Context: an optimization exercise on an open-source flow, tuned for small area, a short achievable clock period and few clock cycles per item. The choices shown serve that exercise and are no tape-out recipe.
Function was checked by simulation only, so behaviour that the tests miss may differ from the original.
No activity file was given, so power comes from the tool's default toggle rates.

==> flow/design.v <==
module irig_tce (
    input  wire        clk,
    input  wire        rst,
    input  wire        load,
    input  wire        tick,
    input  wire [1:0]  rc,           
    output reg         cmd_ready,
    input  wire        tbl_we,
    input  wire [6:0]  tbl_addr,
    input  wire [7:0]  tbl_wdata,
    input  wire        cfg_irig,
    input  wire        cfg_year,
    input  wire        cfg_ieee,
    input  wire        leap_ins,
    input  wire        leap_del,
    input  wire [6:0]  leap_tyear,
    input  wire [8:0]  leap_tday,
    input  wire [4:0]  leap_thour,
    input  wire [5:0]  leap_tmin,
    input  wire        leap_warn,
    input  wire [6:0]  start_year,
    input  wire [8:0]  start_day,
    input  wire [4:0]  start_hour,
    input  wire [5:0]  start_min,
    input  wire [5:0]  start_sec,
    input  wire        dst_req,
    input  wire        dst_active0,
    input  wire [6:0]  dst_tyear,
    input  wire [8:0]  dst_tday,
    input  wire [4:0]  dst_thour,
    input  wire [5:0]  dst_tmin,
    input  wire        cfg_off_sign,
    input  wire [3:0]  cfg_off_hours,
    input  wire        cfg_off_half,
    input  wire [3:0]  tq,
    input  wire [3:0]  dut1,
    input  wire [10:0] fsync,
    input  wire [10:0] fhour,
    output reg         pd_valid,
    input  wire        pd_ready,
    output reg  [9:0]  pd_dur,
    output reg  [10:0] pd_freq,
    output reg  [1:0]  pd_level,
    output reg         fault,
    output reg  [2:0]  fcause,
    output reg  [6:0]  findex,
    output reg  [6:0]  ct_year,
    output reg  [8:0]  ct_day,
    output reg  [4:0]  ct_hour,
    output reg  [5:0]  ct_min,
    output reg  [5:0]  ct_sec,
    output reg         dst_active,
    output reg         dst_pend,
    output reg         off_sign,
    output reg  [3:0]  off_hours,
    output reg         off_half
);
    localparam [1:0] LVL_OFF = 2'd0, LVL_LOW = 2'd1, LVL_HIGH = 2'd2;
    localparam [1:0] K_ZERO = 2'd0, K_ONE = 2'd1, K_PI = 2'd2;
    localparam [1:0] G_TICK = 2'd0, G_NOTICK = 2'd1, G_MARK = 2'd2;
    localparam [1:0] ST_IDLE = 2'd0, ST_GRP = 2'd1, ST_BITS = 2'd2;
    localparam [3:0] D_T0 = 4'd0, D_T1 = 4'd1, D_N0 = 4'd2, D_W = 4'd3, D_Q = 4'd4,
                     D_M0 = 4'd5, D_MQ = 4'd6, D_I1 = 4'd7, D_I2 = 4'd8;
    function [5:0] enc;
        input [7:0] e;
        input       irig;
        reg   [3:0] op, a;
        begin
            op = e[7:4];
            a  = e[3:0];
            if (op >= 4'd13)
                enc = 6'h3B;
            else if (irig && (op == 4'd1 || op >= 4'd7))
                enc = 6'h3D;
            else begin
                case (op)
                    4'd0:  enc = (a >= 4'd3) ? 6'h3C : (a == 4'd0) ? 6'h00 :
                                 (a == 4'd1) ? 6'h30 : 6'h31;
                    4'd1:  enc = (a >= 4'd3) ? 6'h3C : (a == 4'd0) ? 6'h32 :
                                 (a == 4'd1) ? 6'h33 : 6'h34;
                    4'd2:  enc = {2'b00, a};
                    4'd3:  enc = 6'h35;
                    4'd4:  enc = {2'b01, a};
                    4'd5:  enc = 6'h10;
                    4'd6:  enc = 6'h36;
                    4'd7:  enc = 6'h37;
                    4'd8:  enc = 6'h38;
                    4'd9:  enc = 6'h39;
                    4'd10: enc = (a == 4'd0) ? 6'h00 : {2'b10, a};
                    default: enc = 6'h3A;
                endcase
            end
        end
    endfunction
    function cdec;               
        input [5:0] c;
        cdec = (c[5:4] == 2'b01) || (c == 6'h35) || (c == 6'h37);
    endfunction
    function [8:0] dcd;
        input [5:0] c;
        input [3:0] dg;
        input       curz;
        input [3:0] d1v;
        input       lw;
        input       act;
        reg   [3:0] m;
        reg         f;
        reg   [2:0] cs;
        reg   [1:0] k, ty;
        reg         dc;
        begin
            m  = c[3:0];
            f  = 1'b0;
            cs = 3'd0;
            k  = K_ZERO;
            ty = G_TICK;
            dc = 1'b0;
            case (c[5:4])
                2'd0: k = ((dg & m) != 4'd0) ? K_ONE : K_ZERO;
                2'd1: begin
                    dc = 1'b1;
                    k  = ((dg & m) != 4'd0) ? K_ONE : K_ZERO;
                end
                2'd2: k = ((d1v & m) != 4'd0) ? K_ONE : K_ZERO;
                default: begin
                    case (m)
                        4'd0:  k = K_ONE;
                        4'd1:  k = K_PI;
                        4'd2:  begin k = K_ZERO; ty = G_NOTICK; end
                        4'd3:  begin k = K_ONE;  ty = G_NOTICK; end
                        4'd4:  begin k = K_PI;   ty = G_NOTICK; end
                        4'd5:  begin k = K_PI;   dc = 1'b1; end
                        4'd6:  k = K_PI;
                        4'd7:  begin k = K_PI;   ty = G_NOTICK; dc = 1'b1; end
                        4'd8:  ty = G_MARK;
                        4'd9:  k = lw ? K_ONE : K_ZERO;
                        4'd10: k = act ? K_ONE : K_ZERO;
                        4'd12: begin f = 1'b1; cs = 3'd2; end
                        4'd13: begin f = 1'b1; cs = 3'd3; end
                        default: begin f = 1'b1; cs = 3'd1; end
                    endcase
                end
            endcase
            if (dc && curz) begin
                f  = 1'b1;
                cs = 3'd4;
            end
            dcd = {f, cs, k, dc, ty};
        end
    endfunction
    function [7:0] bcd7;         
        input [6:0] v;
        reg   [14:0] s;
        integer i;
        begin
            s = {8'd0, v};
            for (i = 0; i < 7; i = i + 1) begin
                if (s[10:7] >= 4'd5) s[10:7] = s[10:7] + 4'd3;
                if (s[14:11] >= 4'd5) s[14:11] = s[14:11] + 4'd3;
                s = s << 1;
            end
            bcd7 = s[14:7];
        end
    endfunction
    function [3:0] inc10;
        input [3:0] v;
        inc10 = (v == 4'd9) ? 4'd0 : v + 4'd1;
    endfunction
    reg        irig;             
    reg        zai;              
    reg [4:0]  cur;
    reg [1:0]  st;
    reg [1:0]  sub;
    reg        gx;               
    reg [1:0]  gtype, gkind;
    reg        gfsel, gfault;
    reg [2:0]  gcause;
    reg [1:0]  rc_q;
    reg [2:0]  settle;
    reg [6:0]  b;                
    reg        ph;               
    reg [1:0]  kc;               
    reg        chg;              
    reg [5:0]  e1;               
    reg [3:0]  d1;               
    reg [8:0]  k1;               
    reg        k1_fsel;          
    reg  [365:0] wv;             
    reg  [5:0]   wpos;           
    reg  [59:0]  iv [0:4];       
    reg          wr_busy, wr_w;
    reg  [5:0]   wr_idx;
    reg  [2:0]   wr_ring;
    reg  [3:0]   wr_cnt;
    reg  [5:0]   wr_code;
    wire [6:0] ia = tbl_addr - 7'd64;
    wire       w_ok = (tbl_addr < 7'd61);
    wire       i_ok = (tbl_addr >= 7'd64) && (tbl_addr < 7'd114);
    wire       wr_take = tbl_we && !wr_busy && (w_ok || i_ok);
    reg        lv;               
    reg  [2:0] ia_ring;
    reg  [3:0] ia_idx;
    always @* begin
        if (ia[5:0] >= 6'd40)      begin ia_ring = 3'd4; ia_idx = ia[5:0] - 6'd40; end
        else if (ia[5:0] >= 6'd30) begin ia_ring = 3'd3; ia_idx = ia[5:0] - 6'd30; end
        else if (ia[5:0] >= 6'd20) begin ia_ring = 3'd2; ia_idx = ia[5:0] - 6'd20; end
        else if (ia[5:0] >= 6'd10) begin ia_ring = 3'd1; ia_idx = ia[5:0] - 6'd10; end
        else                       begin ia_ring = 3'd0; ia_idx = ia[3:0]; end
    end
    reg  [3:0] fpos, fframe;
    reg  [2:0] ftab;
    always @* begin
        case (fframe)
            4'd0:    ftab = 3'd0;
            4'd6:    ftab = 3'd2;
            4'd7:    ftab = 3'd3;
            4'd8:    ftab = 3'd2;
            4'd9:    ftab = 3'd4;
            default: ftab = 3'd1;
        endcase
    end
    wire f_rest = (fframe == 4'd0 && fpos <= 4'd2) || (fframe >= 4'd2 && fpos == 4'd0) ||
                  (fframe >= 4'd10);
    wire f_live = (fframe < 4'd10) && !(fframe == 4'd0 && fpos < 4'd2);
    wire bit_fetch;              
    wire f_step = (st == ST_BITS) ? bit_fetch : !f_rest;
    wire [59:0] ring_f = iv[ftab];
    wire [5:0]  e_f    = (ftab == 3'd0) ? ring_f[17:12] : ring_f[5:0];
    reg        lm_q, dfc_q, dpm_q;
    reg        arm_del_q, arm_ins_q, s59_q, m59_q, dge_q;
    reg [3:0]  yu_q, yt_q;
    reg [2:0]  st_q, mt_q;
    reg [3:0]  su_q, mu_q;
    reg [1:0]  ht_q;
    reg [3:0]  hu_q;
    reg [1:0]  dh_q;
    reg [6:0]  dr_q;             
    reg [3:0]  dt_q, du_q;       
    reg [11:0] sp_q;             
    reg [12:0] sh_q;             
    reg [16:0] sbs_q;            
    wire [8:0] ylen = (ct_year[1:0] == 2'b00) ? 9'd366 : 9'd365;
    wire       lm   = (ct_year == leap_tyear) && (ct_day == leap_tday) &&
                      (ct_hour == leap_thour) && (ct_min == leap_tmin);
    wire [7:0] by = bcd7(ct_year);
    wire [7:0] bm = bcd7({1'b0, ct_min});
    wire [7:0] bs = bcd7({1'b0, ct_sec});
    wire [7:0] dtu = bcd7(dr_q);
    always @(posedge clk) begin
        lm_q  <= lm;
        arm_del_q <= !zai && leap_del && ct_sec == 6'd58 && lm;
        arm_ins_q <= !zai && leap_ins && ct_sec == 6'd59 && lm;
        s59_q <= (ct_sec == 6'd59);
        m59_q <= (ct_min == 6'd59);
        dge_q <= (ct_day >= ylen);
        dfc_q <= (ct_year == dst_tyear) && (ct_day == dst_tday) &&
                 ((ct_min != 6'd59 && ct_hour == dst_thour && ct_min + 6'd1 == dst_tmin) ||
                  (ct_min == 6'd59 && ct_hour + 5'd1 == dst_thour && dst_tmin == 6'd0));
        dpm_q <= (dst_tmin != 6'd0) ?
                     (ct_year == dst_tyear && ct_day == dst_tday && ct_hour == dst_thour &&
                      ct_min + 6'd1 == dst_tmin) :
                 (dst_thour != 5'd0) ?
                     (ct_year == dst_tyear && ct_day == dst_tday && ct_min == 6'd59 &&
                      ct_hour + 5'd1 == dst_thour) :
                 (dst_tday > 9'd1) ?
                     (ct_year == dst_tyear && ct_min == 6'd59 && ct_hour == 5'd23 &&
                      ct_day + 9'd1 == dst_tday) :
                     (ct_min == 6'd59 && ct_hour == 5'd23 && ct_day == ylen &&
                      ((dst_tyear == 7'd0 && ct_year == 7'd99) ||
                       (dst_tyear <= 7'd100 && ct_year + 7'd1 == dst_tyear) ||
                       (dst_tyear > 7'd100 && {1'b0, ct_year} + 8'd101 == {1'b0, dst_tyear})));
        yt_q <= by[7:4];
        yu_q <= by[3:0];
        mt_q <= bm[6:4];
        mu_q <= bm[3:0];
        st_q <= bs[6:4];
        su_q <= bs[3:0];
        ht_q <= (ct_hour >= 5'd20) ? 2'd2 : (ct_hour >= 5'd10) ? 2'd1 : 2'd0;
        hu_q <= (ct_hour >= 5'd20) ? ct_hour - 5'd20 :
                (ct_hour >= 5'd10) ? ct_hour - 5'd10 : ct_hour[3:0];
        dh_q <= (ct_day >= 9'd300) ? 2'd3 : (ct_day >= 9'd200) ? 2'd2 :
                (ct_day >= 9'd100) ? 2'd1 : 2'd0;
        dr_q <= (ct_day >= 9'd300) ? ct_day - 9'd300 : (ct_day >= 9'd200) ? ct_day - 9'd200 :
                (ct_day >= 9'd100) ? ct_day - 9'd100 : ct_day[6:0];
        dt_q <= dtu[7:4];
        du_q <= dtu[3:0];
        sp_q <= {ct_min, 6'd0} - {4'd0, ct_min, 2'd0} + {6'd0, ct_sec};
        sh_q <= {ct_hour, 8'd0} - {3'd0, ct_hour, 5'd0} + {8'd0, ct_hour};
        sbs_q <= {sh_q, 4'd0} + {5'd0, sp_q};
    end
    wire m59     = m59_q;
    wire ins_arm = arm_ins_q;
    wire wrap    = zai || arm_del_q || (!arm_ins_q && s59_q);
    wire [5:0] nsec = wrap ? 6'd0 : ins_arm ? 6'd60 : ct_sec + 6'd1;
    wire fire    = wrap && dst_pend && dfc_q;
    reg  [5:0] nmin;
    reg  [4:0] h1, h2, nhour;
    reg        hw, dw;
    reg  [8:0] dd, nday;
    reg  [6:0] nyear;
    reg        nact, npend, nosign, nohalf;
    reg  [3:0] nohours;
    always @* begin
        nmin = wrap ? (m59 ? 6'd0 : ct_min + 6'd1) : ct_min;
        h1   = (wrap && m59) ? ct_hour + 5'd1 : ct_hour;
        nact    = dst_active;
        npend   = dst_pend;
        nosign  = off_sign;
        nohours = off_hours;
        nohalf  = off_half;
        h2 = h1;
        if (fire) begin
            npend = 1'b0;
            nact  = !dst_active;
            if (!dst_active) begin
                h2 = h1 + 5'd1;
                if (!off_sign) begin
                    if (off_hours == 4'd15) begin
                        nosign  = 1'b1;
                        nohours = off_half ? 4'd7 : 4'd8;
                    end else
                        nohours = off_hours + 4'd1;
                end else begin
                    if (off_hours == 4'd0) begin
                        nosign  = 1'b0;
                        nohours = off_half ? 4'd0 : 4'd1;
                    end else
                        nohours = off_hours - 4'd1;
                end
            end else begin
                h2 = h1 - 5'd1;
                if (off_sign) begin
                    if (off_hours == 4'd15) begin
                        nosign  = 1'b0;
                        nohours = off_half ? 4'd7 : 4'd8;
                    end else
                        nohours = off_hours + 4'd1;
                end else begin
                    if (off_hours == 4'd0) begin
                        nosign  = 1'b1;
                        nohours = off_half ? 4'd0 : 4'd1;
                    end else
                        nohours = off_hours - 4'd1;
                end
            end
        end
        hw    = (h2 >= 5'd24);
        nhour = hw ? h2 - 5'd24 : h2;
        dd    = ct_day + {8'd0, hw};
        dw    = hw && dge_q;
        nday  = dw ? 9'd1 : dd;
        nyear = dw ? ((ct_year >= 7'd99) ? 7'd0 : ct_year + 7'd1) : ct_year;
    end
    reg  nextra;
    always @(posedge clk) nextra <= dw && leap_warn;
    wire [3:0] n_su = (wrap || ins_arm) ? 4'd0 : inc10(su_q);
    wire [3:0] n_st = wrap ? 4'd0 : ins_arm ? 4'd6 :
                      (su_q == 4'd9) ? {1'b0, st_q} + 4'd1 : {1'b0, st_q};
    wire [3:0] n_mu = wrap ? inc10(mu_q) : mu_q;
    wire [3:0] n_yu = dw ? inc10(yu_q) : yu_q;
    wire [3:0] iy_t = cfg_year ? yt_q : 4'd0;
    wire [3:0] iy_u = cfg_year ? yu_q : 4'd0;
    wire [13:0] cf_data = cfg_ieee ?
        {tq, off_half, off_hours, off_sign, dst_active, dst_pend && dpm_q,
         leap_del && lm_q, (leap_ins || leap_del) && lm_q} : 14'd0;
    reg [14:0] cf_q;
    always @(posedge clk)
        cf_q <= {cfg_ieee & (^cf_data ^ ^iy_t ^ ^iy_u ^ ^dh_q ^ ^dt_q ^ ^du_q ^ ^ht_q ^
                             ^hu_q ^ ^mt_q ^ ^mu_q ^ ^st_q ^ ^su_q), cf_data};
    function [3:0] wdig;         
        input [4:0] i;
        begin
            case (i)
                5'd0: wdig = yt_q;
                5'd1: wdig = {2'b00, dh_q};
                5'd2: wdig = dt_q;
                5'd3: wdig = du_q;
                5'd4: wdig = {2'b00, ht_q};
                5'd5: wdig = hu_q;
                5'd6: wdig = {1'b0, mt_q};
                5'd7: wdig = mu_q;
                5'd8: wdig = yu_q;
                default: wdig = 4'd0;
            endcase
        end
    endfunction
    function [3:0] idig;         
        input [4:0] i;
        begin
            case (i)
                5'd0:  idig = {3'd0, sbs_q[16]};
                5'd1:  idig = sbs_q[15:12];
                5'd2:  idig = sbs_q[11:8];
                5'd3:  idig = sbs_q[7:4];
                5'd4:  idig = sbs_q[3:0];
                5'd6:  idig = {1'b0, cf_q[14:12]};
                5'd7:  idig = cf_q[11:8];
                5'd8:  idig = cf_q[7:4];
                5'd9:  idig = cf_q[3:0];
                5'd10: idig = iy_t;
                5'd11: idig = iy_u;
                5'd13: idig = {2'b00, dh_q};
                5'd14: idig = dt_q;
                5'd15: idig = du_q;
                5'd16: idig = {2'b00, ht_q};
                5'd17: idig = hu_q;
                5'd18: idig = {1'b0, mt_q};
                5'd19: idig = mu_q;
                5'd20: idig = {1'b0, st_q};
                5'd21: idig = su_q;
                default: idig = 4'd0;
            endcase
        end
    endfunction
    wire [5:0] wpos_m1 = (wpos == 6'd0) ? 6'd60 : wpos - 6'd1;
    wire       w_at0   = (nsec == wpos);
    wire       w_al    = w_at0 || (nsec == wpos_m1);
    wire [5:0] e_w     = w_at0 ? wv[5:0] : wv[365:360];
    function [22:0] desc;        
        input [3:0]  id;
        input [1:0]  kd;
        input [1:0]  rq;
        input        b42;
        input [10:0] fm;
        reg   [9:0]  w, q, m, s, a;
        begin
            case (kd)
                K_ONE:   begin w = 10'd570; q = 10'd400; m = 10'd5; s = 10'd5; end
                K_PI:    begin w = 10'd770; q = 10'd200; m = 10'd8; s = 10'd2; end
                default: begin w = 10'd170; q = 10'd800; m = 10'd2; s = 10'd8; end
            endcase
            a = (rq == 2'd1) ? 10'd10 : (rq == 2'd2) ? 10'h3F6 : 10'd0;
            case (id)
                D_T0: desc = {10'd5, 11'd1000, LVL_HIGH};
                D_T1: desc = {10'd25, 11'd0, LVL_OFF};
                D_N0: desc = {10'd30, 11'd0, LVL_OFF};
                D_W:  desc = {w, 11'd100, LVL_LOW};
                D_Q:  desc = {q + a, 11'd0, LVL_OFF};
                D_M0: desc = {10'd800, fm, LVL_HIGH};
                D_MQ: desc = {10'd200 + a, 11'd0, LVL_OFF};
                D_I1: desc = {m, 11'd1000, LVL_HIGH};
                default:
                    desc = {s + ((b42 && rq == 2'd1) ? 10'd1 : (b42 && rq == 2'd2) ? 10'h3FF : 10'd0),
                            11'd1000, LVL_LOW};
            endcase
        end
    endfunction
    function [3:0] gfirst;
        input [1:0] ty;
        gfirst = (ty == G_MARK) ? D_M0 : (ty == G_NOTICK) ? D_N0 : D_T0;
    endfunction
    function [3:0] gnext;        
        input [1:0] ty;
        input [1:0] sb;
        begin
            case (ty)
                G_MARK:   gnext = D_MQ;
                G_NOTICK: gnext = (sb == 2'd1) ? D_W : D_Q;
                default:  gnext = (sb == 2'd1) ? D_T1 : (sb == 2'd2) ? D_W : D_Q;
            endcase
        end
    endfunction
    function [1:0] glast;
        input [1:0] ty;
        glast = (ty == G_MARK) ? 2'd1 : (ty == G_NOTICK) ? 2'd2 : 2'd3;
    endfunction
    wire accept_tick = cmd_ready && tick && !load && !fault;
    wire accept_load = cmd_ready && load;
    wire xfer        = pd_valid && pd_ready;
    assign bit_fetch = xfer && (st == ST_BITS) && !ph;
    wire in_bits  = (st == ST_BITS);
    wire prime_e  = !irig || (st == ST_IDLE) || (in_bits && ((b == 7'd98 && ph) || b == 7'd99));
    wire prime_k  = !irig || (st == ST_IDLE) || (in_bits && b == 7'd99);
    wire [5:0] r1_0 = iv[0][5:0];
    wire [5:0] r1_1 = iv[0][11:6];
    wire [4:0] cur_w = wrap ? 5'd8 : cur;        
    wire [4:0] cur_s = cur - {4'd0, k1[2]};
    wire [4:0] eff_n = cur_s - {4'd0, cdec(e1)};
    reg        rot_w, sub_w;
    reg [4:0]  rot_i, sub_i;
    reg        spec_rot;         
    integer    t;
    always @* begin
        rot_w = 1'b0;
        sub_w = 1'b0;
        if (wr_busy && wr_w) begin
            rot_w = 1'b1;
            sub_w = (wpos == wr_idx) || (wr_idx > 6'd60);
        end else if (lv && !irig && !chg && !w_al)
            rot_w = 1'b1;
        else if (spec_rot && w_at0)
            rot_w = 1'b1;
        for (t = 0; t < 5; t = t + 1) begin
            rot_i[t] = (f_step && f_live && ftab == t) ||
                       (f_step && t == 0 && fframe == 4'd1 && fpos < 4'd2) ||
                       (wr_busy && !wr_w && wr_ring == t);
            sub_i[t] = wr_busy && !wr_w && wr_ring == t && wr_cnt == wr_idx[3:0];
        end
    end
    always @(posedge clk) begin
        if (rot_w) begin
            wv   <= {sub_w ? wr_code : wv[5:0], wv[365:6]};
            wpos <= (wpos >= 6'd60) ? 6'd0 : wpos + 6'd1;
        end
        for (t = 0; t < 5; t = t + 1)
            if (rot_i[t])
                iv[t] <= {sub_i[t] ? wr_code : iv[t][5:0], iv[t][59:6]};
        if (wr_busy) begin
            if (wr_w) begin
                if (sub_w) wr_busy <= 1'b0;
            end else begin
                wr_cnt <= wr_cnt + 4'd1;
                if (wr_cnt >= 4'd9) wr_busy <= 1'b0;
            end
        end else if (wr_take) begin
            wr_busy <= 1'b1;
            wr_w    <= w_ok;
            wr_idx  <= w_ok ? tbl_addr[5:0] : {2'b00, ia_idx};
            wr_ring <= ia_ring;
            wr_cnt  <= 4'd0;
            wr_code <= enc(tbl_wdata, !w_ok);
        end
        fpos   <= fpos_n;
        fframe <= fframe_n;
    end
    reg [3:0] fpos_n, fframe_n;
    always @* begin
        fpos_n   = fpos;
        fframe_n = fframe;
        if (f_step) begin
            if (fpos >= 4'd9) begin
                fpos_n   = 4'd0;
                fframe_n = fframe + 4'd1;
            end else
                fpos_n = fpos + 4'd1;
        end else if (st != ST_BITS) begin
            fpos_n   = 4'd2;
            fframe_n = 4'd0;
        end
    end
    wire f_rest_n = (fframe_n == 4'd0 && fpos_n <= 4'd2) || (fframe_n >= 4'd2 && fpos_n == 4'd0) ||
                    (fframe_n >= 4'd10);
    reg [1:0]  st_n;
    reg [2:0]  settle_n;
    reg        pd_ld;
    reg [3:0]  pd_id;
    reg [1:0]  pd_kd;
    reg        pd_fs;
    reg        k_ld, k_prime;
    reg        d_ld;
    reg [3:0]  d_val;
    always @* begin
        spec_rot = accept_tick && !rst && !irig;
    end
    always @(posedge clk) begin
        chg <= 1'b0;
        st_n     = st;
        settle_n = (settle != 3'd0) ? settle - 3'd1 : 3'd0;
        pd_ld    = 1'b0;
        pd_id    = D_T0;
        pd_kd    = K_ZERO;
        pd_fs    = gfsel;
        k_ld     = prime_k;
        k_prime  = prime_k;
        d_ld     = prime_e;
        d_val    = irig ? (cdec(r1_0) ? n_st : n_su) :
                   (wrap ? (cdec(e1) ? n_mu : n_yu) : wdig(cur_w - {4'd0, cdec(e1)}));
        if (prime_e)
            e1 <= irig ? r1_1 : e_w;
        if (rst) begin
            st_n     = ST_IDLE;
            settle_n = 3'd0;
            pd_valid <= 1'b0;
            lv       <= 1'b0;
        end else if (accept_load) begin
            lv         <= 1'b1;
            ct_year    <= start_year;
            ct_day     <= start_day;
            ct_hour    <= start_hour;
            ct_min     <= start_min;
            ct_sec     <= start_sec;
            zai        <= 1'b0;
            dst_active <= dst_active0;
            dst_pend   <= dst_req;
            off_sign   <= cfg_off_sign;
            off_hours  <= cfg_off_hours;
            off_half   <= cfg_off_half;
            irig       <= cfg_irig;
            cur        <= cfg_irig ? 5'd21 : 5'd8;
            fault      <= 1'b0;
            fcause     <= 3'd0;
            findex     <= 7'd0;
            chg        <= 1'b1;
            settle_n   = 3'd4;
        end else if (accept_tick) begin
            ct_year    <= nyear;
            ct_day     <= nday;
            ct_hour    <= nhour;
            ct_min     <= nmin;
            ct_sec     <= nsec;
            zai        <= ins_arm;
            dst_active <= nact;
            dst_pend   <= npend;
            off_sign   <= nosign;
            off_hours  <= nohours;
            off_half   <= nohalf;
            rc_q       <= rc;
            chg        <= 1'b1;
            settle_n   = 3'd4;
            gtype  <= k1[1:0];
            gkind  <= k1[4:3];
            gfsel  <= k1_fsel;
            gfault <= k1[8];
            gcause <= k1[7:5];
            if (irig)
                cur <= 5'd21;
            else
                cur <= cur_w - {4'd0, k1[2] && !k1[8]};
            if (nextra) begin
                gx       <= 1'b1;
                sub      <= 2'd0;
                pd_valid <= 1'b1;
                pd_ld    = 1'b1;
                pd_id    = D_T0;
                st_n     = ST_GRP;
            end else if (k1[8]) begin
                fault  <= 1'b1;
                fcause <= k1[7:5];
                findex <= irig ? 7'd0 : {1'b0, nsec};
            end else if (!irig) begin
                gx       <= 1'b0;
                sub      <= 2'd0;
                pd_valid <= 1'b1;
                pd_ld    = 1'b1;
                pd_id    = gfirst(k1[1:0]);
                pd_fs    = k1_fsel;
                st_n     = ST_GRP;
            end else begin
                pd_valid <= 1'b1;
                pd_ld    = 1'b1;
                pd_id    = D_I1;
                pd_kd    = k1[4:3];
                kc       <= k1[4:3];
                cur      <= 5'd21 - {4'd0, k1[2]};
                b        <= 7'd0;
                ph       <= 1'b0;
                d_ld     = 1'b1;
                case (5'd21 - {4'd0, k1[2]} - {4'd0, cdec(e1)})
                    5'd21:   d_val = n_su;
                    5'd20:   d_val = n_st;
                    default: d_val = n_mu;
                endcase
                st_n     = ST_BITS;
            end
        end else if (xfer) begin
            if (st == ST_GRP) begin
                if (sub == (gx ? 2'd3 : glast(gtype))) begin
                    if (gx && !irig) begin
                        gx  <= 1'b0;
                        sub <= 2'd0;
                        if (gfault) begin
                            fault    <= 1'b1;
                            fcause   <= gcause;
                            findex   <= {1'b0, ct_sec};
                            pd_valid <= 1'b0;
                            st_n     = ST_IDLE;
                        end else begin
                            pd_ld = 1'b1;
                            pd_id = gfirst(gtype);
                        end
                    end else if (gx) begin
                        gx <= 1'b0;
                        if (k1[8]) begin
                            fault    <= 1'b1;
                            fcause   <= k1[7:5];
                            findex   <= 7'd0;
                            pd_valid <= 1'b0;
                            st_n     = ST_IDLE;
                        end else begin
                            pd_ld  = 1'b1;
                            pd_id  = D_I1;
                            pd_kd  = k1[4:3];
                            kc     <= k1[4:3];
                            cur    <= cur_s;
                            b      <= 7'd0;
                            ph     <= 1'b0;
                            d_ld   = 1'b1;
                            d_val  = idig(eff_n);
                            st_n   = ST_BITS;
                        end
                    end else begin
                        pd_valid <= 1'b0;
                        st_n     = ST_IDLE;
                    end
                end else begin
                    sub   <= sub + 2'd1;
                    pd_ld = 1'b1;
                    pd_id = gx ? gnext(G_TICK, sub + 2'd1) : gnext(gtype, sub + 2'd1);
                    pd_kd = gx ? K_ZERO : gkind;
                end
            end else if (st == ST_BITS) begin
                if (!ph) begin
                    ph    <= 1'b1;
                    pd_ld = 1'b1;
                    pd_id = D_I2;
                    pd_kd = kc;
                    k_ld  = 1'b1;
                    if (!prime_e)
                        e1 <= e_f;
                end else if (b == 7'd99) begin
                    pd_valid <= 1'b0;
                    st_n     = ST_IDLE;
                end else if (k1[8]) begin
                    fault    <= 1'b1;
                    fcause   <= k1[7:5];
                    findex   <= b + 7'd1;
                    pd_valid <= 1'b0;
                    st_n     = ST_IDLE;
                end else begin
                    ph    <= 1'b0;
                    b     <= b + 7'd1;
                    pd_ld = 1'b1;
                    pd_id = D_I1;
                    pd_kd = k1[4:3];
                    kc    <= k1[4:3];
                    cur   <= cur_s;
                    if (!prime_e) begin
                        d_ld  = 1'b1;
                        d_val = idig(eff_n);
                    end
                end
            end
        end
        if (pd_ld)
            {pd_dur, pd_freq, pd_level} <= desc(pd_id, pd_kd, rc_q, b == 7'd42,
                                                pd_fs ? fhour : fsync);
        if (d_ld)
            d1 <= d_val;
        if (k_ld) begin
            k1      <= k_prime ?
                       (irig ? dcd(r1_0, d1, 1'b0, dut1, leap_warn, nact) :
                               dcd(e1, d1, cur_w == 5'd0, dut1, leap_warn, nact)) :
                       dcd(e1, d1, cur == 5'd0, dut1, leap_warn, dst_active);
            k1_fsel <= (nmin == 6'd0);
        end
        if (rot_w || (rot_i != 5'd0) || wr_busy || wr_take)
            if (settle_n < 3'd3) settle_n = 3'd3;
        st        <= st_n;
        settle    <= settle_n;
        cmd_ready <= (st_n == ST_IDLE) && (settle_n == 3'd0) && f_rest_n;
    end
endmodule
==> flow/run.sh <==
#!/bin/bash
# synth_recipe.tcl (not shown) runs the flow's synth.tcl, then flattens the netlist and writes it again
# the make line also repeats each setting of config.mk as NAME=value (left out here)
make -C /OpenROAD-flow-scripts/flow DESIGN_CONFIG=/design/flow/config.mk WORK_HOME=/design/flow/orfs CLKGATE_MAP_FILE= SYNTH_SCRIPT=/design/flow/synth_recipe.tcl finish
==> flow/config.mk <==
export PLATFORM = sky130hd
export DESIGN_NAME = irig_tce
export DESIGN_NICKNAME = irig_tce
export VERILOG_FILES = /design/flow/design.v
export SDC_FILE = /design/flow/constraint.sdc
export NUM_CORES = 4
export LEC_CHECK = 0
export CAP_MARGIN = 20
export CORE_MARGIN = 2
export CORE_UTILIZATION = 40
export PLACE_DENSITY = 0.6
export SLEW_MARGIN = 20
==> flow/constraint.sdc <==
create_clock -name core_clock -period 13.0 [get_ports {clk}]
set_input_delay 2.6000 -clock core_clock [delete_from_list [all_inputs] [get_ports {clk}]]
set_output_delay 2.6000 -clock core_clock [all_outputs]
set_load 0.01 [all_outputs]
==> results.py, run 1 <==
metrics = {
    "grt": {
        "grtUsageMet2": 0.2687,
        "grt_use_met3": 0.03765,
        "grt-ovfl-total": 0,
        "antenna_found_initial": 7,
        "grt_max_degree": 166,
        "grt_usage": 0.1803,
        "met1_usage": 0.2644,
        "grt_pass1_vias": 24910,
        "top_usage_layer": "met2",
        "grt_pass1_wl_um": 149100,
    },
    "clocking": {
        "cts_tree": "built",
        "cts.htree.levels": 3,
        "post_cts_buffers": 0,
        "cts_buffer_depth": 3,
        "clk_pin_slew_ns": 0.06,
        "cts_buffers": 98,
        "cts_resized": 0,
        "hold_buffers": 0,
        "insertion_delay_ns": 0.70,
        "cts.sinks": 945,
        "clockRootBuffer": "clkbuf_16",
    },
    "timing": {
        "fin_hold_ws_ns": 0.3249,
        "period_minus_slack_ns": 6.446,
        "slew_violations": 0,
        "slew_headroom": 0.2351,
        "setup-violations-final": 0,
        "setup_ws_ns": 6.554,
        "grt_setup_unrepaired": "false",
        "clock_skew_ns": 0.06342,
        "period_share": 0.4958,
        "clock.fmax_ghz": 0.1551,
        "worstMarginPinSlew_ns": 1.145,
        "timing.setup.tns_ns": 0,
        "final_hold_viol_count": 0,
    },
    "detailed_routing": {
        "drt_first_pass_iters": 8,
        "route.detailed.vias_per_inst": 5.350,
        "routed_wl_um": 98650,
        "first_iter_violations": 2521,
        "wl_per_cell_um": 20.19,
        "drcViolationCount": 0,
        "drtAntennaViolNets": 0,
        "via_count": 26140,
    },
    "critical_path": {
        "crit_path_end_kind": "flip-flop",
        "required_ns": 13.39,
        "crit_family": "simple AND/OR/NAND/NOR gates",
        "crit_chain": "clkdlybuf4s50_1 > and2_2 > buf_4 > nor2_1 > o21ai_1 > a21oi_2 > and2_1 > nand2_1 > and2_1 > ha_1 > a21o_1 > a21oi_1 > xor2_1 > xnor2_1 > nor2_1",
        "crit_fanout": 54,
        "cp_slowest_stage_delay_ns": 0.59,
        "worstSetupPathType": "input port to flip-flop",
        "arrival_ns": 6.83,
        "slowest_stage": "a21oi_2",
        "path_buf_inv": 2,
        "ff2ff_setup_slack_ns": 7.35,
        "critPathLaunchType": "input port",
    },
    "cells_and_area": {
        "stdcell_area_sq_um": 48870,
        "drive_above_1_share": 0.08195,
        "fill_cells": 9060,
        "area_delta_synth_final_pct": 17.25,
        "instances_no_fill": 4885,
        "final_nets": 3732,
    },
    "synth": {
        "syn-num-nets": 3511,
        "synth_area_sq_um": 41680,
        "synth_flop_cell": "edfxtp_1",
        "ys_seq_area_frac": 0.6489,
        "synth_edf_count": 812,
        "postSynthAreaPerCell_sq_um": 13.03,
        "ys_types": 93,
        "syn_inst": 3198,
        "async_flop_share": 0,
        "synth_warnings": 2,
        "synth_top_area_frac": 0.5850,
        "yosysTopAreaCell": "edfxtp_1",
        "synthTopCellsByArea": "edfxtp_1 59%, dfxtp_1 6.4%, ha_1 4.7%",
        "ys_ff_latch": 945,
    },
    "floorplanning": {
        "die_w_um": 326.8,
        "start_util": 0.4027,
        "die_h_um": 326.8,
        "coreArea_sq_um": 103500,
        "fp-row-count": 118,
        "io_pins": 231,
        "die_area_sq_um": 106800,
    },
    "placement": {
        "hpwl_um": 68320,
        "dp_cells": 4699,
        "place_ws_ns": 5.947,
        "placed_area_sq_um": 45490,
        "io_buffers": 230,
        "gp_congestion": 0.9254,
    },
    "pwr": {
        "leakagePower_nw": 16.79,
        "irDropWorstVdd_uv": 195.9,
        "power_density_nw_per_um2": 192.0,
    },
    "hold_path": {
        "hold_path_class": "flip-flop to flip-flop",
    },
    "run": {
        "cap_violations": 0,
    },
    "run_status": {
        "status": "timing/DRC/antenna clean",
    },
}
==> path summary, 6_finish.rpt <==
path | cells past startpoint | endpoint | startpoint
worst max register to register | 11 | wv[108]$_DFFE_PP_ | ct_sec[1]$_DFFE_PP_
worst min-delay path | 0 | du_q[0]$_DFF_P_ | dr_q[0]$_DFF_P_
worst min register to register | 0 | du_q[0]$_DFF_P_ | dr_q[0]$_DFF_P_
worst max-delay path | 15 | flip-flop | load
==> per-layer routing <==
metal | vias to the layer above | part of all wire
met4 | 2 | 0.026
met5 | - | 0.00013
met1 | 12760 | 0.47
li1 | 12340 | -
met3 | 151 | 0.069
met2 | 885 | 0.43
==> synth_stat cells (13+ instances only) <==
cell type / count
a211oi_1: 20
a22oi_1: 17
edfxtp_1: 812
clkbuf_1: 116
a21boi_0: 18
inv_1: 128
mux2i_1: 58
nand2_1: 220
a21o_1: 21
a31oi_1: 38
o211ai_1: 16
o21a_1: 13
nand4_1: 29
o22ai_1: 22
nor2_1: 232
ha_1: 155
xor2_1: 78
o21ai_0: 134
nor3_1: 72
a221oi_1: 25
xnor2_1: 164
a311oi_1: 14
and3_1: 16
mux2_2: 60
or3_1: 17
nor4_1: 20
dfxtp_1: 133
a21oi_1: 146
nand2b_1: 38
and2_1: 40
nand3_1: 86
nor2b_1: 26
==> cell families (layout without fill, tap and decap cells) <==
kind of cell | count (synthesis) | after routing | share of synthesized area
DFF | 945 | 945 | 0.6489
buffers and inverters | 268 | 572 | 0.02492
AOI/OAI and AO/OA | 599 | 599 | 0.09408
and+or+nand+nor | 865 | 865 | 0.1016
muxes | 119 | 119 | 0.03068
xor gates and xnor gates | 243 | 243 | 0.05139
adders and majority gates | 159 | 159 | 0.04845
other | 0 | 3 | 0
==> report_power, final <==
group	total, mW	internal [mW]	switching [mW]
sequential	4.53	4.14	0.395
combinational	1.96	0.753	1.21
clock	2.89	1.66	1.23
==> metrics by stage <==
step           power, mW  utilization
4_1_cts            9.455       0.4720
3_5_place_dp       6.531       0.4395
3_3_place_gp       6.503       0.4395
6_report           9.384       0.4722
5_1_grt            9.845       0.4721
2_1_floorplan      6.003            -
==> state kept, by name, indices dropped and copies added, names as in the netlist, 9 cells and up, named ones only <==
| signal | flops |
|---|---|
| pd_freq | 11 |
| iv | 300 |
| ct_day | 9 |
| cf_q | 15 |
| wv | 366 |
| sbs_q | 17 |
| sp_q | 12 |
| k1 | 9 |
| sh_q | 13 |
==> layout make-up <==
cell class                 count  area (sq um)  area share
antenna                        3         7.507   0.0001536
clock buffer                 110          2517     0.05151
clock inverter                73         850.8     0.01741
inverter                     130         488.0    0.009985
multi-input combinational   1985         13700      0.2803
sequential                   945         27050      0.5534
tap                         1380          1727     0.03533
timing repair buffer         259          2532     0.05182
==> worst register-to-register path, stage by stage (launching register included) <==
cell and delay, ns:
edfxtp_1 0.71, ha_1 0.36, xnor2_1 0.14, nor2_1 0.05, o21ai_0 0.59, xnor2_1 0.19, and3_1 0.22, o21ai_2 0.20
nor3b_1 0.44, a211o_4 0.66, buf_4 0.75, buf_4 0.92
==> cell usage in the layout, fill, tap and decap left out, types with 17 or more instances in the layout <==
master | synthesis | routed
xor2_1 | 78 | 78
edfxtp_1 | 812 | 812
nor2_1 | 232 | 231
mux2i_1 | 58 | 57
ha_1 | 155 | 155
a21boi_0 | 18 | 18
nor3_1 | 72 | 71
o22ai_1 | 22 | 21
dfxtp_1 | 133 | 133
a21oi_1 | 146 | 145
a211oi_1 | 20 | 19
nand3_1 | 86 | 86
a31oi_1 | 38 | 38
nand2_1 | 220 | 219
clkinv_2 | 0 | 20
a22oi_1 | 17 | 17
nand2b_1 | 38 | 38
xnor2_1 | 164 | 164
clkbuf_16 | 0 | 98
a21o_1 | 21 | 21
nor2b_1 | 26 | 26
and2_1 | 40 | 39
buf_4 | 5 | 28
a221oi_1 | 25 | 25
or3_1 | 17 | 17
nor4_1 | 20 | 19
nand4_1 | 29 | 29
clkdlybuf4s50_1 | 0 | 230
o21ai_0 | 134 | 131
mux2_2 | 60 | 60
inv_1 | 128 | 128
Testbench counts, summed over its fixed seeds: cycles 44,021, items 40,182.
==> inputs of run 2 (changes only) <==
--- a/flow/design.v
+++ b/flow/design.v
@@ -477,18 +477,17 @@
     wire [4:0] cur_s = cur - {4'd0, k1[2]};
     wire [4:0] eff_n = cur_s - {4'd0, cdec(e1)};
+    reg        need_al;          
+    reg  [5:0] rot_cnt;
+    reg        spec_q;           
+    wire [6:0] al_d0 = {1'b0, nsec} - {1'b0, wpos};
+    wire [6:0] al_d1 = al_d0[6] ? al_d0 + 7'd61 : al_d0;
+    wire [5:0] al_dist  = (al_d1 == 7'd60) ? 6'd0 : al_d1[5:0];
+    wire       al_go = need_al && lv && !irig && !chg && !wr_busy;
     reg        rot_w, sub_w;
     reg [4:0]  rot_i, sub_i;
-    reg        spec_rot;         
     integer    t;
     always @* begin
-        rot_w = 1'b0;
-        sub_w = 1'b0;
-        if (wr_busy && wr_w) begin
-            rot_w = 1'b1;
-            sub_w = (wpos == wr_idx) || (wr_idx > 6'd60);
-        end else if (lv && !irig && !chg && !w_al)
-            rot_w = 1'b1;
-        else if (spec_rot && w_at0)
-            rot_w = 1'b1;
+        sub_w = wr_busy && wr_w && ((wpos == wr_idx) || (wr_idx > 6'd60));
+        rot_w = (wr_busy && wr_w) || (rot_cnt != 6'd0) || spec_q;
         for (t = 0; t < 5; t = t + 1) begin
             rot_i[t] = (f_step && f_live && ftab == t) ||
@@ -521,4 +520,13 @@
             wr_code <= enc(tbl_wdata, !w_ok);
         end
+        spec_q <= accept_tick && !irig && w_at0;
+        if (al_go)
+            rot_cnt <= al_dist;
+        else if (rot_cnt != 6'd0)
+            rot_cnt <= rot_cnt - 6'd1;
+        if (accept_load || accept_tick || (wr_busy && sub_w))
+            need_al <= 1'b1;
+        else if (al_go)
+            need_al <= 1'b0;
         fpos   <= fpos_n;
         fframe <= fframe_n;
@@ -541,34 +549,164 @@
     wire f_rest_n = (fframe_n == 4'd0 && fpos_n <= 4'd2) || (fframe_n >= 4'd2 && fpos_n == 4'd0) ||
                     (fframe_n >= 4'd10);
-    reg [1:0]  st_n;
-    reg [2:0]  settle_n;
-    reg        pd_ld;
-    reg [3:0]  pd_id;
-    reg [1:0]  pd_kd;
-    reg        pd_fs;
-    reg        k_ld, k_prime;
-    reg        d_ld;
-    reg [3:0]  d_val;
+    reg [22:0] t_pd;
+    reg        t_valid, t_fault;
+    reg [1:0]  t_st;
+    reg [4:0]  t_cur;
+    reg [3:0]  t_d;
     always @* begin
-        spec_rot = accept_tick && !rst && !irig;
+        t_fault = 1'b0;
+        t_st    = ST_GRP;
+        t_valid = 1'b1;
+        t_pd    = {10'd5, 11'd1000, LVL_HIGH};
+        if (nextra) begin
+            t_pd = {10'd5, 11'd1000, LVL_HIGH};
+        end else if (k1[8]) begin
+            t_valid = 1'b0;
+            t_fault = 1'b1;
+            t_st    = ST_IDLE;
+        end else if (!irig) begin
+            case (k1[1:0])
+                G_MARK:   t_pd = {10'd800, k1_fsel ? fhour : fsync, LVL_HIGH};
+                G_NOTICK: t_pd = {10'd30, 11'd0, LVL_OFF};
+                default:  t_pd = {10'd5, 11'd1000, LVL_HIGH};
+            endcase
+        end else begin
+            t_st = ST_BITS;
+            t_pd = desc(D_I1, k1[4:3], 2'd0, 1'b0, 11'd0);
+        end
+        if (irig)
+            t_cur = (nextra || k1[8]) ? 5'd21 : 5'd21 - {4'd0, k1[2]};
+        else
+            t_cur = cur_w - {4'd0, k1[2] && !k1[8]};
+        case (5'd21 - {4'd0, k1[2]} - {4'd0, cdec(e1)})
+            5'd21:   t_d = n_su;
+            5'd20:   t_d = n_st;
+            default: t_d = n_mu;
+        endcase
     end
-    always @(posedge clk) begin
-        chg <= 1'b0;
-        st_n     = st;
+    wire t_bits = irig && !nextra && !k1[8];        
+    reg [3:0]  x_id;
+    reg [1:0]  x_kd;
+    reg        x_fs;
+    reg        x_valid, x_fault, x_gx0, x_bits0, x_l1, x_l2, x_subinc;
+    reg [1:0]  x_st;
+    reg [2:0]  x_cause;
+    reg [6:0]  x_findex;
+    always @* begin
+        x_id     = D_T0;
+        x_kd     = K_ZERO;
+        x_fs     = gfsel;
+        x_valid  = 1'b1;
+        x_fault  = 1'b0;
+        x_cause  = k1[7:5];
+        x_findex = 7'd0;
+        x_st     = st;
+        x_gx0    = 1'b0;            
+        x_bits0  = 1'b0;            
+        x_l1     = 1'b0;            
+        x_l2     = 1'b0;            
+        x_subinc = 1'b0;
+        if (st == ST_GRP) begin
+            if (sub == (gx ? 2'd3 : glast(gtype))) begin
+                if (gx && !irig) begin
+                    x_gx0 = 1'b1;
+                    if (gfault) begin
+                        x_valid  = 1'b0;
+                        x_fault  = 1'b1;
+                        x_cause  = gcause;
+                        x_findex = {1'b0, ct_sec};
+                        x_st     = ST_IDLE;
+                    end else
+                        x_id = gfirst(gtype);
+                end else if (gx) begin
+                    x_gx0 = 1'b1;
+                    if (k1[8]) begin
+                        x_valid = 1'b0;
+                        x_fault = 1'b1;
+                        x_st    = ST_IDLE;
+                    end else begin
+                        x_id    = D_I1;
+                        x_kd    = k1[4:3];
+                        x_bits0 = 1'b1;
+                        x_st    = ST_BITS;
+                    end
+                end else begin
+                    x_valid = 1'b0;
+                    x_st    = ST_IDLE;
+                end
+            end else begin
+                x_subinc = 1'b1;
+                x_id     = gx ? gnext(G_TICK, sub + 2'd1) : gnext(gtype, sub + 2'd1);
+                x_kd     = gx ? K_ZERO : gkind;
+            end
+        end else begin
+            if (!ph) begin
+                x_l2 = 1'b1;
+                x_id = D_I2;
+                x_kd = kc;
+            end else if (b == 7'd99) begin
+                x_valid = 1'b0;
+                x_st    = ST_IDLE;
+            end else if (k1[8]) begin
+                x_valid  = 1'b0;
+                x_fault  = 1'b1;
+                x_findex = b + 7'd1;
+                x_st     = ST_IDLE;
+            end else begin
+                x_l1 = 1'b1;
+                x_id = D_I1;
+                x_kd = k1[4:3];
+            end
+        end
+    end
+    wire [22:0] x_pd = desc(x_id, x_kd, rc_q, b == 7'd42, x_fs ? fhour : fsync);
+    wire [3:0] p_d = irig ? (cdec(r1_0) ? n_st : n_su) :
+                     (wrap ? (cdec(e1) ? n_mu : n_yu) : wdig(cur_w - {4'd0, cdec(e1)}));
+    wire [8:0] k_in  = dcd(e1, d1, cur == 5'd0, dut1, leap_warn, dst_active);
+    wire [8:0] k_pr  = irig ? dcd(r1_0, d1, 1'b0, dut1, leap_warn, nact) :
+                              dcd(e1, d1, cur_w == 5'd0, dut1, leap_warn, nact);
+    reg [2:0] settle_n;
+    reg [1:0] st_n;
+    always @* begin
         settle_n = (settle != 3'd0) ? settle - 3'd1 : 3'd0;
-        pd_ld    = 1'b0;
-        pd_id    = D_T0;
-        pd_kd    = K_ZERO;
-        pd_fs    = gfsel;
-        k_ld     = prime_k;
-        k_prime  = prime_k;
-        d_ld     = prime_e;
-        d_val    = irig ? (cdec(r1_0) ? n_st : n_su) :
-                   (wrap ? (cdec(e1) ? n_mu : n_yu) : wdig(cur_w - {4'd0, cdec(e1)}));
+        st_n     = st;
+        if (rst) begin
+            settle_n = 3'd0;
+            st_n     = ST_IDLE;
+        end else if (accept_load) begin
+            settle_n = 3'd4;
+        end else if (accept_tick) begin
+            settle_n = 3'd4;
+            st_n     = t_st;
+        end else if (xfer)
+            st_n = x_st;
+        if (rot_w || (rot_i != 5'd0) || wr_busy || wr_take || spec_q)
+            if (settle_n < 3'd3) settle_n = 3'd3;
+        if ((need_al && lv && !irig) || rot_cnt != 6'd0)
+            if (settle_n == 3'd0) settle_n = 3'd1;
+    end
+    always @(posedge clk) begin
+        chg       <= !rst && (accept_load || accept_tick);
+        st        <= st_n;
+        settle    <= settle_n;
+        cmd_ready <= (st_n == ST_IDLE) && (settle_n == 3'd0) && f_rest_n;
         if (prime_e)
             e1 <= irig ? r1_1 : e_w;
+        else if (xfer && x_l2)
+            e1 <= e_f;
+        if (!rst && accept_tick && t_bits)
+            d1 <= t_d;
+        else if (!rst && xfer && (x_l1 || x_bits0) && !prime_e)
+            d1 <= idig(eff_n);
+        else if (prime_e)
+            d1 <= p_d;
+        if (prime_k) begin
+            k1      <= k_pr;
+            k1_fsel <= (nmin == 6'd0);
+        end else if (xfer && x_l2)
+            k1 <= k_in;
+        if (accept_tick || xfer)
+            {pd_dur, pd_freq, pd_level} <= accept_tick ? t_pd : x_pd;
         if (rst) begin
-            st_n     = ST_IDLE;
-            settle_n = 3'd0;
             pd_valid <= 1'b0;
             lv       <= 1'b0;
@@ -591,6 +729,4 @@
             fcause     <= 3'd0;
             findex     <= 7'd0;
-            chg        <= 1'b1;
-            settle_n   = 3'd4;
         end else if (accept_tick) begin
             ct_year    <= nyear;
@@ -606,147 +742,46 @@
             off_half   <= nohalf;
             rc_q       <= rc;
-            chg        <= 1'b1;
-            settle_n   = 3'd4;
-            gtype  <= k1[1:0];
-            gkind  <= k1[4:3];
-            gfsel  <= k1_fsel;
-            gfault <= k1[8];
-            gcause <= k1[7:5];
-            if (irig)
-                cur <= 5'd21;
-            else
-                cur <= cur_w - {4'd0, k1[2] && !k1[8]};
-            if (nextra) begin
-                gx       <= 1'b1;
-                sub      <= 2'd0;
-                pd_valid <= 1'b1;
-                pd_ld    = 1'b1;
-                pd_id    = D_T0;
-                st_n     = ST_GRP;
-            end else if (k1[8]) begin
+            gtype    <= k1[1:0];
+            gkind    <= k1[4:3];
+            gfsel    <= k1_fsel;
+            gfault   <= k1[8];
+            gcause   <= k1[7:5];
+            gx       <= nextra;
+            sub      <= 2'd0;
+            pd_valid <= t_valid;
+            cur      <= t_cur;
+            kc       <= k1[4:3];
+            b        <= 7'd0;
+            ph       <= 1'b0;
+            if (t_fault && !nextra) begin
                 fault  <= 1'b1;
                 fcause <= k1[7:5];
                 findex <= irig ? 7'd0 : {1'b0, nsec};
-            end else if (!irig) begin
-                gx       <= 1'b0;
-                sub      <= 2'd0;
-                pd_valid <= 1'b1;
-                pd_ld    = 1'b1;
-                pd_id    = gfirst(k1[1:0]);
-                pd_fs    = k1_fsel;
-                st_n     = ST_GRP;
-            end else begin
-                pd_valid <= 1'b1;
-                pd_ld    = 1'b1;
-                pd_id    = D_I1;
-                pd_kd    = k1[4:3];
-                kc       <= k1[4:3];
-                cur      <= 5'd21 - {4'd0, k1[2]};
-                b        <= 7'd0;
-                ph       <= 1'b0;
-                d_ld     = 1'b1;
-                case (5'd21 - {4'd0, k1[2]} - {4'd0, cdec(e1)})
-                    5'd21:   d_val = n_su;
-                    5'd20:   d_val = n_st;
-                    default: d_val = n_mu;
-                endcase
-                st_n     = ST_BITS;
             end
         end else if (xfer) begin
-            if (st == ST_GRP) begin
-                if (sub == (gx ? 2'd3 : glast(gtype))) begin
-                    if (gx && !irig) begin
-                        gx  <= 1'b0;
-                        sub <= 2'd0;
-                        if (gfault) begin
-                            fault    <= 1'b1;
-                            fcause   <= gcause;
-                            findex   <= {1'b0, ct_sec};
-                            pd_valid <= 1'b0;
-                            st_n     = ST_IDLE;
-                        end else begin
-                            pd_ld = 1'b1;
-                            pd_id = gfirst(gtype);
-                        end
-                    end else if (gx) begin
-                        gx <= 1'b0;
-                        if (k1[8]) begin
-                            fault    <= 1'b1;
-                            fcause   <= k1[7:5];
-                            findex   <= 7'd0;
-                            pd_valid <= 1'b0;
-                            st_n     = ST_IDLE;
-                        end else begin
-                            pd_ld  = 1'b1;
-                            pd_id  = D_I1;
-                            pd_kd  = k1[4:3];
-                            kc     <= k1[4:3];
-                            cur    <= cur_s;
-                            b      <= 7'd0;
-                            ph     <= 1'b0;
-                            d_ld   = 1'b1;
-                            d_val  = idig(eff_n);
-                            st_n   = ST_BITS;
-                        end
-                    end else begin
-                        pd_valid <= 1'b0;
-                        st_n     = ST_IDLE;
-                    end
-                end else begin
-                    sub   <= sub + 2'd1;
-                    pd_ld = 1'b1;
-                    pd_id = gx ? gnext(G_TICK, sub + 2'd1) : gnext(gtype, sub + 2'd1);
-                    pd_kd = gx ? K_ZERO : gkind;
-                end
-            end else if (st == ST_BITS) begin
-                if (!ph) begin
-                    ph    <= 1'b1;
-                    pd_ld = 1'b1;
-                    pd_id = D_I2;
-                    pd_kd = kc;
-                    k_ld  = 1'b1;
-                    if (!prime_e)
-                        e1 <= e_f;
-                end else if (b == 7'd99) begin
-                    pd_valid <= 1'b0;
-                    st_n     = ST_IDLE;
-                end else if (k1[8]) begin
-                    fault    <= 1'b1;
-                    fcause   <= k1[7:5];
-                    findex   <= b + 7'd1;
-                    pd_valid <= 1'b0;
-                    st_n     = ST_IDLE;
-                end else begin
-                    ph    <= 1'b0;
-                    b     <= b + 7'd1;
-                    pd_ld = 1'b1;
-                    pd_id = D_I1;
-                    pd_kd = k1[4:3];
-                    kc    <= k1[4:3];
-                    cur   <= cur_s;
-                    if (!prime_e) begin
-                        d_ld  = 1'b1;
-                        d_val = idig(eff_n);
-                    end
-                end
+            pd_valid <= x_valid;
+            if (x_fault) begin
+                fault  <= 1'b1;
+                fcause <= x_cause;
+                findex <= x_findex;
             end
+            if (x_gx0) begin
+                gx  <= 1'b0;
+                sub <= 2'd0;
+            end
+            if (x_subinc)
+                sub <= sub + 2'd1;
+            if (x_bits0 || x_l1) begin
+                kc  <= k1[4:3];
+                cur <= cur_s;
+                ph  <= 1'b0;
+            end
+            if (x_bits0)
+                b <= 7'd0;
+            if (x_l1)
+                b <= b + 7'd1;
+            if (x_l2)
+                ph <= 1'b1;
         end
-        if (pd_ld)
-            {pd_dur, pd_freq, pd_level} <= desc(pd_id, pd_kd, rc_q, b == 7'd42,
-                                                pd_fs ? fhour : fsync);
-        if (d_ld)
-            d1 <= d_val;
-        if (k_ld) begin
-            k1      <= k_prime ?
-                       (irig ? dcd(r1_0, d1, 1'b0, dut1, leap_warn, nact) :
-                               dcd(e1, d1, cur_w == 5'd0, dut1, leap_warn, nact)) :
-                       dcd(e1, d1, cur == 5'd0, dut1, leap_warn, dst_active);
-            k1_fsel <= (nmin == 6'd0);
-        end
-        if (rot_w || (rot_i != 5'd0) || wr_busy || wr_take)
-            if (settle_n < 3'd3) settle_n = 3'd3;
-        st        <= st_n;
-        settle    <= settle_n;
-        cmd_ready <= (st_n == ST_IDLE) && (settle_n == 3'd0) && f_rest_n;
     end
 endmodule
==> flow/flow/run.sh (new file) <==
#!/bin/bash
set -e
cat >> config.mk <<'EOC'
export SETUP_SLACK_MARGIN = 9.2
export TNS_END_PERCENT = 100
EOC
bash standard.sh > flow_standard.log 2>&1
==> flow/standard.sh (new file) <==
#!/bin/bash
# synth_recipe.tcl (not shown) runs the flow's synth.tcl, then flattens the netlist and writes it again
# the make line also repeats each setting of config.mk as NAME=value (left out here)
make -C /OpenROAD-flow-scripts/flow DESIGN_CONFIG=/design/flow/config.mk WORK_HOME=/design/flow/orfs CLKGATE_MAP_FILE= SYNTH_SCRIPT=/design/flow/synth_recipe.tcl "${@:-finish}"
--- a/flow/config.mk
+++ b/flow/config.mk
@@ -11,2 +11,4 @@
 export PLACE_DENSITY = 0.6
 export SLEW_MARGIN = 20
+export SETUP_SLACK_MARGIN = 9.2
+export TNS_END_PERCENT = 100
removed: flow/run.sh
==> run 2 against run 1 <==
- sequential power increased by 5.5%
- still clean on timing, DRC and antenna
- register-to-register slack improved by 1.8 ns
- sequential share of layout area down 2.8 points
- largest cell class unchanged
- combinational power fell by 35%
- synthesized cell count is 1.4% higher
- critical path type is now flip-flop to output pin
- die area up 1.9%
- core utilization grew 2.2 points
- non-clock buffer count increased by 158
- largest power group unchanged
- sequential cell count up 8
- via count increased by 5.6%
- power fell by 5.7%
- routed wire length is 10% higher
==> results.py, run 2 <==
metrics = {
    "run_status": {
        "status": "timing/DRC/antenna clean",
    },
    "placement": {
        "io_buffers": 230,
        "placed_area_sq_um": 46470,
        "dp_cells": 4740,
        "hpwl_um": 70660,
        "place_ws_ns": 7.102,
        "gp_congestion": 0.9253,
    },
    "clocking": {
        "cts.sinks": 953,
        "hold_buffers": 0,
        "insertion_delay_ns": 0.68,
        "cts_buffer_depth": 3,
        "clockRootBuffer": "clkbuf_16",
        "cts_buffers": 100,
        "clk_pin_slew_ns": 0.06,
        "cts_tree": "built",
        "cts.htree.levels": 3,
    },
    "detailed_routing": {
        "via_count": 27600,
        "routed_wl_um": 108700,
        "drcViolationCount": 0,
        "route.detailed.vias_per_inst": 5.419,
        "wl_per_cell_um": 21.35,
        "drt_first_pass_iters": 6,
        "drtAntennaViolNets": 0,
        "first_iter_violations": 2473,
    },
    "grt": {
        "top_usage_layer": "met2",
        "grt_pass1_wl_um": 162500,
        "antenna_found_initial": 13,
        "grt_use_met3": 0.04576,
        "met1_usage": 0.2735,
        "grt_usage": 0.1951,
        "grtUsageMet2": 0.2992,
        "grt_pass1_vias": 26240,
        "grt_max_degree": 231,
        "grt-ovfl-total": 0,
    },
    "pwr": {
        "irDropWorstVdd_uv": 112.1,
        "leakagePower_nw": 19.00,
        "power_mw": 8.845,
        "power_density_nw_per_um2": 169.9,
    },
    "cells_and_area": {
        "drive_above_1_share": 0.1966,
        "largest_register_ffs": 366,
        "final_nets": 3935,
        "largest_register": "wv",
        "post-route-util": 0.4945,
        "top_regs": "wv x366, iv x300, sbs_q x17",
        "stdcell_area_sq_um": 52050,
        "area_delta_synth_final_pct": 22.60,
        "final_cell_mix": "824 x edfxtp_1, 217 x nand2_1, 191 x nor2_1",
        "instances_no_fill": 5093,
        "fill_cells": 8993,
        "final_common_cell": "edfxtp_1",
    },
    "synth": {
        "yosysTopAreaCell": "edfxtp_1",
        "yosys.area_share.adder": 0.04980,
        "synth_top_area_frac": 0.5828,
        "synthMuxAreaShare": 0.03227,
        "synth_flop_cell": "edfxtp_1",
        "ys_ff_latch": 953,
        "synth_top_family_by_area": "simple AND/OR/NAND/NOR gates",
        "syn_inst": 3242,
        "yosysMostFrequentCell": "edfxtp_1",
        "postSynthAreaPerCell_sq_um": 13.10,
        "synth_warnings": 2,
        "synthTopCellsByCount": "824 x edfxtp_1, 227 x nand2_1, 209 x nor2_1",
        "ys_seq_area_frac": 0.6436,
        "synth_area_sq_um": 42460,
        "async_flop_share": 0,
        "ys_types": 101,
        "syn-num-nets": 3562,
        "synth-compound-area-share": 0.09783,
        "yosys.area_share.simple": 0.09836,
        "synthTopCellsByArea": "edfxtp_1 58%, dfxtp_1 6.1%, ha_1 4.7%",
        "synth-xor-area-share": 0.05195,
        "synth_edf_count": 824,
    },
    "critical_path": {
        "cp_slowest_stage_delay_ns": 0.56,
        "critPathLaunch": "ct_sec[5]$_DFFE_PP_",
        "required_ns": 10.40,
        "cp.depth": 1,
        "ff2ff_setup_slack_ns": 9.14,
        "critPathLaunchType": "flip-flop",
        "crit_chain": "buf_2",
        "crit_end": "ct_sec[5]",
        "worstSetupPathType": "flip-flop to output pin",
        "slowest_stage": "edfxtp_1",
        "reg2reg_from": "ct_hour[0]$_DFFE_PP_",
        "reg2reg_to": "d1[2]$_DFFE_PP_",
        "arrival_ns": 1.44,
        "reg2regPathDepth": 15,
        "path_buf_inv": 1,
        "crit_path_end_kind": "output pin",
        "crit_fanout": 2,
        "crit_family": "flip-flops",
    },
    "timing": {
        "fin_hold_ws_ns": 0.3277,
        "slew_headroom": 0.2963,
        "clock.fmax_ghz": 0.2478,
        "period_share": 0.3105,
        "grt_setup_unrepaired": "true",
        "final_hold_viol_count": 0,
        "timing.setup.tns_ns": 0,
        "setup-violations-final": 0,
        "setup_ws_ns": 8.964,
        "slew_violations": 0,
        "period_minus_slack_ns": 4.036,
        "clock_skew_ns": 0.03547,
        "worstMarginPinSlew_ns": 1.047,
    },
    "floorplanning": {
        "start_util": 0.4033,
        "fp-row-count": 119,
        "die_h_um": 329.8,
        "io_pins": 231,
        "die_w_um": 329.8,
        "coreArea_sq_um": 105300,
        "die_area_sq_um": 108800,
    },
    "hold_path": {
        "hold_path_class": "flip-flop to flip-flop",
    },
    "run": {
        "cap_violations": 0,
    },
}
-- run 2: cell count changes in the layout (fill, tap and decap cells not counted), moves of 20 or more --
cell | previous run | this run
buf_2 | 0 | 61
buf_4 | 28 | 153
buf_6 | 0 | 29
clkdlybuf4s50_1 | 230 | 123
ha_1 | 155 | 129
nor2_1 | 231 | 191
xnor2_1 | 164 | 144
-- run 2: power by group --
group / internal, mW / leakage (nW) / switching [mW] / total [mW]
logic: 0.500 / 8.25 / 0.768 / 1.27
registers: 4.42 / 9.16 / 0.359 / 4.78
clock network: 1.60 / 1.59 / 1.19 / 2.80
total: 6.52 / 19.0 / 2.32 / 8.84
-- run 2: area by class of cell --
type / count / area (sq um) / share of cell area
sequential: 953 / 27340 / 0.5251
inverter: 133 / 525.5 / 0.01010
clock buffer: 126 / 2704 / 0.05194
tap: 1391 / 1740 / 0.03344
timing repair buffer: 417 / 3814 / 0.07326
antenna: 5 / 12.51 / 0.0002404
multi-input combinational: 2010 / 15380 / 0.2955
clock inverter: 58 / 543.0 / 0.01043
-- run 2: worst register-to-register path, cell delays in order (launching register included) --
cell        delay [ns]
edfxtp_1          0.45
buf_4             0.15
buf_6             0.11
clkinvlp_4        0.11
ha_4              0.30
mux2_4            0.17
inv_2             0.05
fa_2              0.39
nand2b_4          0.16
a21oi_4           0.15
mux2i_2           0.28
xnor2_2           0.15
and4b_2           0.36
mux2i_2           0.24
o211ai_1          0.19
a221o_1           0.39
-- run 2: repair_timing --
action / in CTS / in global routing
gates cloned: 8 / 0
pin swaps: 38 / 67
hold endpoints to repair: 0 / 0
gates resized for setup: 518 / 146
setup buffers: 94 / 61
setup endpoints to repair: 554 / 353
-- run 2: kinds of logic (layout without fill, tap and decap cells) --
kind of cell / Yosys count / in the layout
AO/OA/AOI/OAI: 626 / 626
XOR/XNOR: 246 / 246
adder cells (fa/ha/maj): 166 / 166
buffers and inverters: 280 / 734
flip-flops: 953 / 953
multiplexers: 125 / 125
other: 0 / 5
AND/OR/NAND/NOR: 846 / 847
-- run 2: metal layers --
metal  vias to the layer above  wire [um]  share of wire
li1                      12840          -              -
met4                        16       3173          0.029
met2                       929      49350           0.45
met5                         -        115         0.0011
met1                     13570      48320           0.44
met3                       238       7784          0.072
-- run 2: worst min path at each step --
| stage | from | cells past startpoint | slack, ns | to |
|---|---|---|---|---|
| 2_1_floorplan | dr_q[0]$_DFF_P_ | 0 | 0.31 | du_q[0]$_DFF_P_ |
| 3_3_place_gp | sp_q[2]$_DFF_P_ | 0 | 0.31 | sbs_q[2]$_DFF_P_ |
| 3_5_place_dp | sp_q[2]$_DFF_P_ | 0 | 0.32 | sbs_q[2]$_DFF_P_ |
| 4_1_cts | sp_q[2]$_DFF_P_ | 0 | 0.33 | sbs_q[2]$_DFF_P_ |
| 5_1_grt | sp_q[2]$_DFF_P_ | 0 | 0.34 | sbs_q[2]$_DFF_P_ |
| 6_report | sp_q[2]$_DFF_P_ | 0 | 0.33 | sbs_q[2]$_DFF_P_ |
Testbench counts of run 2, summed over its fixed seeds: cycles 44,066, items 40,182.

[re-timing with driven ports]
No port has a modelled driver above. Below, the same layouts with a new extraction and two added sets of constraints. Step 1 sets driving cells, clkbuf_16 on the clock port and buf_2 on the other inputs (assumed; they add their load-dependent delay and slew). Step 2, shift: input delay + t, output delay - t, t = (earliest + latest rising clock arrival at the registers) / 2. This alone moves slack from input paths to output paths. Three values: ideal, step 1, step 2; two values: the first two.
run | t (ns) | setup slack, ns | slew at the worst register clock pin (ns)
run 1 | 0.730 | 6.554 / 6.578 / 5.847 | 0.07 / 0.07
run 2 | 0.734 | 8.964 / 8.894 / 8.412 | 0.07 / 0.07
After both steps every run listed still meets setup and hold. The setup slack of run 1, which loses most, moves by +0.024 ns with the drivers and by -0.707 ns with both steps.
